Context: an optimization exercise on an open-source flow, tuned for a short achievable clock period and few clock cycles per item. The choices shown serve that exercise and are no tape-out recipe. The RTL was checked by simulation tests, not by an equivalence proof against the original design. Power and IR drop assume default switching activity.

==> inputs of v35 <==
==> flow/design.v <==
module mrct_encoder (
    input  wire        clk,
    input  wire        rst,
    input  wire        start,
    input  wire        kind,         
    input  wire [11:0] width,
    input  wire [11:0] height,
    input  wire [23:0] src_len,
    input  wire [23:0] dst_cap,
    output wire        src_re,
    output wire [23:0] src_addr,
    input  wire [7:0]  src_rdata,
    output wire        dst_we,
    output wire [23:0] dst_waddr,
    output wire [7:0]  dst_wdata,
    output wire        busy,
    output reg         done,
    output reg         error,
    output reg  [3:0]  err_code,
    output reg  [23:0] src_pos,
    output reg  [23:0] dst_pos,
    output reg  [23:0] err_pos
);
    localparam [3:0] ERR_CONFIG       = 4'd5,
                     ERR_DST_OVERFLOW = 4'd6;
    localparam [4:0] S_IDLE     = 5'd0,
                     S_CFG      = 5'd1,
                     S_SEED_CHK = 5'd2,
                     S_SEED_RD  = 5'd3,
                     S_SEED_WR  = 5'd4,
                     S_LOOP     = 5'd5,
                     S_CAND     = 5'd6,
                     S_RDA      = 5'd7,
                     S_RDB      = 5'd8,
                     S_CMP      = 5'd9,
                     S_DECIDE   = 5'd10,
                     S_FL_CHK   = 5'd11,
                     S_FL_HDR   = 5'd12,
                     S_FL_RD    = 5'd13,
                     S_FL_WR    = 5'd14,
                     S_CP_CHK   = 5'd15,
                     S_CP_WR    = 5'd16;
    localparam [1:0] NX_COPY  = 2'd0,
                     NX_LOOP  = 2'd1,
                     NX_FINAL = 2'd2;
    localparam [16:0] MAX_MATCH = 17'h10000;
    localparam [16:0] MAX_THUNK = 17'h1007E;
    reg  [4:0]  state;
    reg         j_kind;
    reg  [11:0] j_width;
    reg  [11:0] j_height;
    reg  [23:0] j_src_len;
    reg  [23:0] j_dst_cap;
    reg  [23:0] j_total_pix;
    reg  [23:0] current;      
    reg  [23:0] cur_b;        
    reg  [23:0] out_pos;      
    reg  [16:0] lit_len;      
    reg  [23:0] lit_start_b;  
    reg  [16:0] best_len;
    reg  [4:0]  best_idx;
    reg  [5:0]  cand;         
    reg  [16:0] k;            
    reg  [16:0] max_k;        
    reg  [1:0]  b;            
    reg  [23:0] pa;           
    reg  [23:0] pb;           
    reg  [7:0]  ra;           
    reg  [1:0]  hdr_i;        
    reg  [23:0] rd_ptr;
    reg  [18:0] cnt;
    reg  [1:0]  fl_next;
    assign busy = (state != S_IDLE);
    wire        is_pal    = j_kind;
    wire [1:0]  d_m1      = is_pal ? 2'd0 : 2'd2;
    wire [5:0]  tbl_size  = is_pal ? 6'd16 : 6'd32;
    wire [2:0]  c_mask    = is_pal ? 3'd7 : 3'd3;
    wire [1:0]  c_base    = is_pal ? 2'd3 : 2'd1;
    wire [3:0]  c_thr     = is_pal ? 4'd10 : 4'd4;
    wire [1:0]  ign_thr   = is_pal ? 2'd2 : 2'd0;
    wire [2:0]  sh_start  = is_pal ? 3'd3 : 3'd2;
    wire [23:0] total_pix   = j_width * j_height;
    wire [25:0] total_bytes = is_pal ? {2'b00, total_pix} : ({2'b00, total_pix} + {1'b0, total_pix, 1'b0});
    reg  [7:0]  code;
    always @(*) begin
        if (!is_pal) begin
            case (cand[4:0])
                5'd0:  code = 8'hF0;  5'd1:  code = 8'hE0;  5'd2:  code = 8'hD0;  5'd3:  code = 8'hC0;
                5'd4:  code = 8'hB0;  5'd5:  code = 8'hA0;  5'd6:  code = 8'h31;  5'd7:  code = 8'h21;
                5'd8:  code = 8'h11;  5'd9:  code = 8'h01;  5'd10: code = 8'hF1;  5'd11: code = 8'hE1;
                5'd12: code = 8'hD1;  5'd13: code = 8'h32;  5'd14: code = 8'h22;  5'd15: code = 8'h12;
                5'd16: code = 8'h02;  5'd17: code = 8'hF2;  5'd18: code = 8'hE2;  5'd19: code = 8'hD2;
                5'd20: code = 8'h33;  5'd21: code = 8'h23;  5'd22: code = 8'h13;  5'd23: code = 8'h03;
                5'd24: code = 8'hF3;  5'd25: code = 8'hE3;  5'd26: code = 8'hD3;  5'd27: code = 8'h24;
                5'd28: code = 8'h14;  5'd29: code = 8'h04;  5'd30: code = 8'hF4;  default: code = 8'hE4;
            endcase
        end else begin
            case (cand[3:0])
                4'd0:  code = 8'hF0;  4'd1:  code = 8'hE0;  4'd2:  code = 8'hD0;  4'd3:  code = 8'hC0;
                4'd4:  code = 8'h31;  4'd5:  code = 8'h21;  4'd6:  code = 8'h11;  4'd7:  code = 8'h01;
                4'd8:  code = 8'hF1;  4'd9:  code = 8'hE1;  4'd10: code = 8'hD1;  4'd11: code = 8'h22;
                4'd12: code = 8'h12;  4'd13: code = 8'h02;  4'd14: code = 8'hF2;  default: code = 8'hE2;
            endcase
        end
    end
    wire [3:0]         row       = code[3:0];
    wire signed [19:0] col       = {{16{code[7]}}, code[7:4]};
    wire        [19:0] row_w     = row * j_width;
    wire signed [19:0] delta_pix = col - $signed(row_w);
    wire signed [21:0] delta_b   = is_pal ? {{2{delta_pix[19]}}, delta_pix}
                                          : ({{2{delta_pix[19]}}, delta_pix} + {delta_pix[19], delta_pix, 1'b0});
    wire        [21:0] back_b    = -delta_b;      
    wire               cand_bad  = !delta_b[21] || (cur_b < {2'b00, back_b});
    wire [23:0] pix_left = j_total_pix - current;
    wire [16:0] bound_k  = (pix_left > {7'd0, MAX_MATCH}) ? MAX_MATCH : pix_left[16:0];
    wire [16:0] lit_ext    = lit_len - 17'd128;
    wire        lit_long   = (lit_len > 17'd127);
    wire [1:0]  lit_hdr_n  = lit_long ? 2'd3 : 2'd1;
    wire [18:0] lit_bytes  = is_pal ? {2'b00, lit_len} : ({2'b00, lit_len} + {1'b0, lit_len, 1'b0});
    reg  [7:0]  lit_hdr_byte;
    always @(*) begin
        case (hdr_i)
            2'd0:    lit_hdr_byte = lit_long ? 8'h7F : (lit_len[7:0] - 8'd1);
            2'd1:    lit_hdr_byte = lit_ext[7:0];
            default: lit_hdr_byte = lit_ext[15:8];
        endcase
    end
    wire        cp_long   = (best_len >= {13'd0, c_thr});
    wire [16:0] cp_ext    = best_len - {13'd0, c_thr};
    wire [2:0]  cp_count  = cp_long ? c_mask : (best_len[2:0] - {1'b0, c_base});
    wire [7:0]  cp_cmd    = 8'h80 | ({3'd0, best_idx} << sh_start) | {5'd0, cp_count};
    wire [1:0]  cp_n      = cp_long ? 2'd3 : 2'd1;
    wire [18:0] best_bytes = is_pal ? {2'b00, best_len} : ({2'b00, best_len} + {1'b0, best_len, 1'b0});
    reg  [7:0]  cp_byte;
    always @(*) begin
        case (hdr_i)
            2'd0:    cp_byte = cp_cmd;
            2'd1:    cp_byte = cp_ext[7:0];
            default: cp_byte = cp_ext[15:8];
        endcase
    end
    assign src_re    = (state == S_SEED_RD) || (state == S_RDA) || (state == S_RDB) || (state == S_FL_RD);
    assign src_addr  = (state == S_RDA) ? pa : (state == S_RDB) ? pb : rd_ptr;
    assign dst_we    = (state == S_SEED_WR) || (state == S_FL_HDR) || (state == S_FL_WR) || (state == S_CP_WR);
    assign dst_waddr = out_pos;
    assign dst_wdata = (state == S_FL_HDR) ? lit_hdr_byte :
                       (state == S_CP_WR)  ? cp_byte : src_rdata;
    task finish_err(input [3:0] code_in);
        begin
            state    <= S_IDLE;
            error    <= 1'b1;
            err_code <= code_in;
            if (code_in == ERR_CONFIG) begin
                src_pos <= 24'd0;
                dst_pos <= 24'd0;
                err_pos <= 24'd0;
            end else begin
                src_pos <= cur_b;
                dst_pos <= out_pos;
                err_pos <= current;
            end
        end
    endtask
    task end_candidate(input [16:0] kk);
        begin
            if (kk > best_len) begin
                best_len <= kk;
                best_idx <= cand[4:0];
            end
            cand  <= cand + 6'd1;
            state <= S_CAND;
        end
    endtask
    always @(posedge clk) begin
        if (rst) begin
            state    <= S_IDLE;
            done     <= 1'b0;
            error    <= 1'b0;
            err_code <= 4'd0;
            src_pos  <= 24'd0;
            dst_pos  <= 24'd0;
            err_pos  <= 24'd0;
        end else begin
            case (state)
                S_IDLE: begin
                    if (start) begin
                        j_kind    <= kind;
                        j_width   <= width;
                        j_height  <= height;
                        j_src_len <= src_len;
                        j_dst_cap <= dst_cap;
                        done      <= 1'b0;
                        error     <= 1'b0;
                        err_code  <= 4'd0;
                        err_pos   <= 24'd0;
                        state     <= S_CFG;
                    end
                end
                S_CFG: begin
                    j_total_pix <= total_pix;
                    current     <= 24'd1;
                    cur_b       <= is_pal ? 24'd1 : 24'd3;
                    out_pos     <= 24'd0;
                    lit_len     <= 17'd0;
                    rd_ptr      <= 24'd0;
                    if (total_pix == 24'd0 || total_bytes > 26'hFFFFFF ||
                        {2'b00, j_src_len} < total_bytes)
                        finish_err(ERR_CONFIG);
                    else
                        state <= S_SEED_CHK;
                end
                S_SEED_CHK: begin
                    if (j_dst_cap < (is_pal ? 24'd1 : 24'd3)) finish_err(ERR_DST_OVERFLOW);
                    else                                      state <= S_SEED_RD;
                end
                S_SEED_RD: begin
                    state <= S_SEED_WR;
                end
                S_SEED_WR: begin
                    out_pos <= out_pos + 24'd1;
                    rd_ptr  <= rd_ptr + 24'd1;
                    if (rd_ptr[1:0] == d_m1) state <= S_LOOP;
                    else                     state <= S_SEED_RD;
                end
                S_LOOP: begin
                    best_len <= 17'd0;
                    best_idx <= 5'd0;
                    cand     <= 6'd0;
                    if (current >= j_total_pix) begin
                        fl_next <= NX_FINAL;
                        state   <= S_FL_CHK;
                    end else begin
                        state   <= S_CAND;
                    end
                end
                S_CAND: begin
                    if (cand == tbl_size) begin
                        state <= S_DECIDE;
                    end else if (cand_bad) begin
                        cand <= cand + 6'd1;
                    end else begin
                        pa    <= cur_b - {2'b00, back_b};
                        pb    <= cur_b;
                        k     <= 17'd0;
                        b     <= 2'd0;
                        max_k <= bound_k;
                        state <= S_RDA;
                    end
                end
                S_RDA: begin
                    state <= S_RDB;
                end
                S_RDB: begin
                    ra    <= src_rdata;
                    state <= S_CMP;
                end
                S_CMP: begin
                    if (ra != src_rdata) begin
                        end_candidate(k);
                    end else begin
                        pa <= pa + 24'd1;
                        pb <= pb + 24'd1;
                        if (b == d_m1) begin
                            b <= 2'd0;
                            k <= k + 17'd1;
                            if (k + 17'd1 == max_k) end_candidate(k + 17'd1);
                            else                    state <= S_RDA;
                        end else begin
                            b     <= b + 2'd1;
                            state <= S_RDA;
                        end
                    end
                end
                S_DECIDE: begin
                    if (best_len > {15'd0, ign_thr}) begin
                        fl_next <= NX_COPY;
                        state   <= S_FL_CHK;
                    end else begin
                        if (lit_len == 17'd0) lit_start_b <= cur_b;
                        lit_len <= lit_len + 17'd1;
                        current <= current + 24'd1;
                        cur_b   <= cur_b + (is_pal ? 24'd1 : 24'd3);
                        if (lit_len + 17'd1 == MAX_THUNK) begin
                            fl_next <= NX_LOOP;
                            state   <= S_FL_CHK;
                        end else begin
                            state   <= S_LOOP;
                        end
                    end
                end
                S_FL_CHK: begin
                    hdr_i <= 2'd0;
                    if (lit_len == 17'd0) begin
                        case (fl_next)
                            NX_COPY: state <= S_CP_CHK;
                            NX_LOOP: state <= S_LOOP;
                            default: begin
                                state   <= S_IDLE;
                                done    <= 1'b1;
                                src_pos <= cur_b;
                                dst_pos <= out_pos;
                            end
                        endcase
                    end else if ({1'b0, out_pos} + {23'd0, lit_hdr_n} + {6'd0, lit_bytes} > {1'b0, j_dst_cap}) begin
                        finish_err(ERR_DST_OVERFLOW);
                    end else begin
                        state <= S_FL_HDR;
                    end
                end
                S_FL_HDR: begin
                    out_pos <= out_pos + 24'd1;
                    hdr_i   <= hdr_i + 2'd1;
                    if (hdr_i == lit_hdr_n - 2'd1) begin
                        rd_ptr <= lit_start_b;
                        cnt    <= lit_bytes;
                        state  <= S_FL_RD;
                    end
                end
                S_FL_RD: begin
                    state <= S_FL_WR;
                end
                S_FL_WR: begin
                    out_pos <= out_pos + 24'd1;
                    rd_ptr  <= rd_ptr + 24'd1;
                    cnt     <= cnt - 19'd1;
                    if (cnt == 19'd1) begin
                        lit_len <= 17'd0;
                        state   <= S_FL_CHK;
                    end else begin
                        state   <= S_FL_RD;
                    end
                end
                S_CP_CHK: begin
                    hdr_i <= 2'd0;
                    if ({1'b0, out_pos} + {23'd0, cp_n} > {1'b0, j_dst_cap}) finish_err(ERR_DST_OVERFLOW);
                    else                                      state <= S_CP_WR;
                end
                S_CP_WR: begin
                    out_pos <= out_pos + 24'd1;
                    hdr_i   <= hdr_i + 2'd1;
                    if (hdr_i == cp_n - 2'd1) begin
                        current <= current + {7'd0, best_len};
                        cur_b   <= cur_b + {5'd0, best_bytes};
                        state   <= S_LOOP;
                    end
                end
                default: state <= S_IDLE;
            endcase
        end
    end
endmodule
==> flow/run.sh <==
#!/bin/bash
# synth_recipe.tcl (not shown) runs the flow's synth.tcl, then flattens the netlist and writes it again
# the make line also repeats each setting of config.mk as NAME=value (left out here)
make -C /OpenROAD-flow-scripts/flow DESIGN_CONFIG=/design/flow/config.mk WORK_HOME=/design/flow/orfs CLKGATE_MAP_FILE= SYNTH_SCRIPT=/design/flow/synth_recipe.tcl finish
==> flow/config.mk <==
export PLATFORM = sky130hd
export DESIGN_NAME = mrct_encoder
export DESIGN_NICKNAME = mrct_encoder
export VERILOG_FILES = /design/flow/design.v
export SDC_FILE = /design/flow/constraint.sdc
export NUM_CORES = 4
export LEC_CHECK = 0
export CAP_MARGIN = 20
export CORE_MARGIN = 2
export CORE_UTILIZATION = 40
export SLEW_MARGIN = 20
==> flow/constraint.sdc <==
create_clock -name core_clock -period 12.0 [get_ports {clk}]
set_input_delay 2.4000 -clock core_clock [delete_from_list [all_inputs] [get_ports {clk}]]
set_output_delay 2.4000 -clock core_clock [all_outputs]
set_load 0.01 [all_outputs]
==> v37: changes against v35 <==
- ABC_CLOCK_PERIOD_IN_PS: unset -> 4000
- SETUP_SLACK_MARGIN: unset -> 5
==> run notes <==
In v37 the first-iteration DRC count is higher than in v35, by about 17%. Of v35 and v37, v37 has the higher clock power (gap about 5%, measured against v37). Against v35, the register-to-register slack of v37 is higher by 1400 ps. Of v37 and v35, v37 has the higher final cell count (gap 4.7%, measured against v35). Between v37 and v35, the lower global-route usage is in v35 (gap 1.4 points). Of v37 and v35, v37 has the higher cell area (gap 10%, measured against v35). Worst setup slack: v35 is worse than v37 (1400 ps). v35 completed without violations. v37 completed without violations. Between v35 and v37, the lower critical path depth is in v37 (gap 4). Of v37 and v35, v37 has the higher routed wire length (gap 7.7%, measured against v35). In synthesized cell count, v35 and v37 do not differ. In die area, v35 and v37 do not differ.
Testbench counts of v35, summed over its fixed seeds: cycles 1,215,933, bytes 74,379.
Testbench counts of v37, summed over its fixed seeds: cycles 1,215,933, bytes 74,379.

==> static timing again, ports no longer ideal <==
No port has a modelled driver above. Below, the same layouts with a new extraction and two added sets of constraints. Step 1, drivers: a clkbuf_16 drives clk and a buf_2 each remaining input, both assumed. Step 2 moves the port delays by t, midway between the first and last clock arrival at a register: inputs arrive t later, outputs are due t later. That takes back most of the time a late clock gives input paths. Three values: no drivers, after step 1, after step 2; two values: the first two.
| run | shift t [ns] | setup WS [ns] | clock arrival spread, ns | worst register clock-pin slew, ns | worst slew at a driven data input, ns |
|---|---|---|---|---|---|
| v35 | 0.732 | 0.941 / 0.941 / 0.941 | 0.035 / 0.035 | 0.07 / 0.07 | 0.16 |
| v37 | 0.751 | 2.379 / 2.379 / 2.379 | 0.050 / 0.050 | 0.07 / 0.07 | 0.09 |
After both steps setup and hold are still met in every run listed.
